What follows belongs to an exercise in optimizing a design on an open flow for small area, a short achievable clock period and few clock cycles; a production flow would make more cautious choices.
Only simulation tests tie the RTL to the original design; equivalence was not proved.
No activity file was given, so power comes from the tool's default toggle rates.

==> 12-11: inputs <==
Design ssev_engine, start of the top module:
module ssev_engine (
    input  wire         clk,
    input  wire         rst,
    input  wire         cmd_valid,
    output wire         cmd_ready,
    input  wire [31:0]  cmd_word,
    input  wire [15:0]  cmd_width,
    input  wire [15:0]  cmd_height,
    input  wire         px_valid,
    output wire         px_ready,
    input  wire [127:0] px_src,
    input  wire [127:0] px_ref,
    output wire         res_valid,
    input  wire         res_ready,
    output wire [63:0]  res_sse,
    output wire [31:0]  res_sum,
    output wire [31:0]  res_var,
    output wire         res_err,
    output wire [2:0]   res_code
);
clock: 28.0 ns
lec_check: 0
cap_margin: 20
core_margin: 2
core_utilization: 55
slew_margin: 20
synth_hierarchical: 1
synth_minimum_keep_size: 0
standard.sh (not shown) runs the stock make flow with config.mk's settings and CLKGATE_MAP_FILE= SYNTH_SCRIPT=/design/flow/synth_recipe.tcl, a recipe that flattens the netlist after the stock synthesis.
==> flow/flow/run.sh <==
#!/bin/bash
set -e
export BUFFER_PORTS_ARGS="-buffer_cell sky130_fd_sc_hd__buf_1"
export SETUP_SLACK_MARGIN=21.3
export CTS_ARGS="-sink_clustering_enable -repair_clock_nets -dont_use_dummy_load -sink_clustering_size 28 -sink_clustering_max_diameter 75"
bash standard.sh > standard.log 2>&1
==> 02-04: changes against 12-11 <==
==> flow/flow/run.sh (replaced) <==
#!/bin/bash
set -e
export BUFFER_PORTS_ARGS="-buffer_cell sky130_fd_sc_hd__buf_1"
export SETUP_SLACK_MARGIN=21
export CTS_ARGS="-sink_clustering_enable -repair_clock_nets -dont_use_dummy_load -sink_clustering_size 28 -sink_clustering_max_diameter 75"
bash standard.sh > standard.log 2>&1
==> 08-21: changes against 12-11 <==
==> flow/flow/run.sh (replaced) <==
#!/bin/bash
set -e
export BUFFER_PORTS_ARGS="-buffer_cell sky130_fd_sc_hd__buf_1"
export SETUP_SLACK_MARGIN=21
export CTS_ARGS="-sink_clustering_enable -repair_clock_nets -dont_use_dummy_load -sink_clustering_size 28 -sink_clustering_max_diameter 75"
bash standard.sh > standard.log 2>&1
==> summary of the runs <==
First-iteration DRC count is the same in 02-04 and 08-21.
In 02-04 the setup slack is lower than in 12-11, by 24 ps.
Worst hold slack: 12-11 is better than 02-04 (1.9 ps).
In area after synthesis, 02-04 and 08-21 do not differ.
In global-route usage, 02-04 and 08-21 do not differ.
In 12-11 the routed wire length is higher than in 02-04, by about 2.6%.
In combinational power, 08-21 and 02-04 hardly differ.
In synthesized cell count, 12-11 and 08-21 do not differ.
Against 02-04, the power of 12-11 is larger by 2.5%.
Critical path depth is the same in 02-04 and 12-11.
==> figures <==
metric                                                                              02-04                      12-11                     08-21
Result of the run                                        no timing/DRC/antenna violations  no timing/DRC/antenna violations  no timing/DRC/antenna violations
Crit-path slowest cell                                           sky130_fd_sc_hd__dfxtp_2  sky130_fd_sc_hd__edfxtp_1  sky130_fd_sc_hd__dfxtp_2
Last weighted congestion value of the routability-driven placer                      1.04                       1.01                      1.04
Post-route clock skew                                                             78.0 ps                    82.5 ps                   78.0 ps
Hold slack                                                                         426 ps                     428 ps                    426 ps
Post-layout min period                                                            6920 ps                    6890 ps                   6920 ps
Max layer used                                                                       met4                       met5                      met4
Least setup slack across all paths after layout                                  21080 ps                   21110 ps                  21080 ps
Number of buffers created by CTS                                                       41                         39                        41
Routing usage on met2                                                               0.545                      0.561                     0.545
Endpoint of the worst-slack reg-to-reg timing path                       acc1[10]$_DFF_P_           acc1[13]$_DFF_P_          acc1[10]$_DFF_P_
Non-clock buffer instance count of the final layout                                   481                        598                       481
Total met2 wirelength after detailed routing                                     75200 um                   77700 um                  75200 um
Buffers inserted during post-CTS setup optimization                                     1                         85                         1
Area taken by flip-flops and latches                                            11200 um2                  11300 um2                 11200 um2
Via count of the first global-routing pass                                          38600                      39100                     38600
Comb_multi_in                                                                        3889                       3890                      3889
Internal reg-to-reg setup slack                                                  21170 ps                   21370 ps                  21170 ps
Initial detailed-routing violation count                                             3499                       3997                      3499
Switching Fraction                                                                  0.440                      0.436                     0.440
Sequential fraction of design power                                                 0.329                      0.320                     0.329
Area used by multi-input combinational logic                                    37900 um2                  38100 um2                 37900 um2
Testbench counts of 12-11, summed over its fixed seeds: cycles 46,547.
Testbench counts of 02-04, summed over its fixed seeds: cycles 46,547.
Testbench counts of 08-21, summed over its fixed seeds: cycles 46,547.

-- afterwards: timing with drivers on the ports --
The flow's constraints put no driver on any port. The routed layouts listed below were extracted and timed again, unchanged, in two steps. Step 1 sets driving cells, clkbuf_16 on the clock port and buf_2 on the other inputs (assumed; they add their load-dependent delay and slew). Step 2 adds t to the input delays and takes it off the output delays; t is the mean of the earliest and latest rising clock arrival at the registers after step 1. Input paths then give back, and output paths get back, about the clock's delay inside the block. Three values: no drivers, after step 1, after step 2; two values: the first two.
run	t (ns)	setup slack, ns	pins driven straight from the clock port
12-11	0.649	21.107 / 21.035 / 20.960	1
02-04	0.659	21.083 / 21.008 / 20.846	1
08-21	0.659	21.083 / 21.008 / 20.846	1
After both steps setup and hold are still met in every run listed.
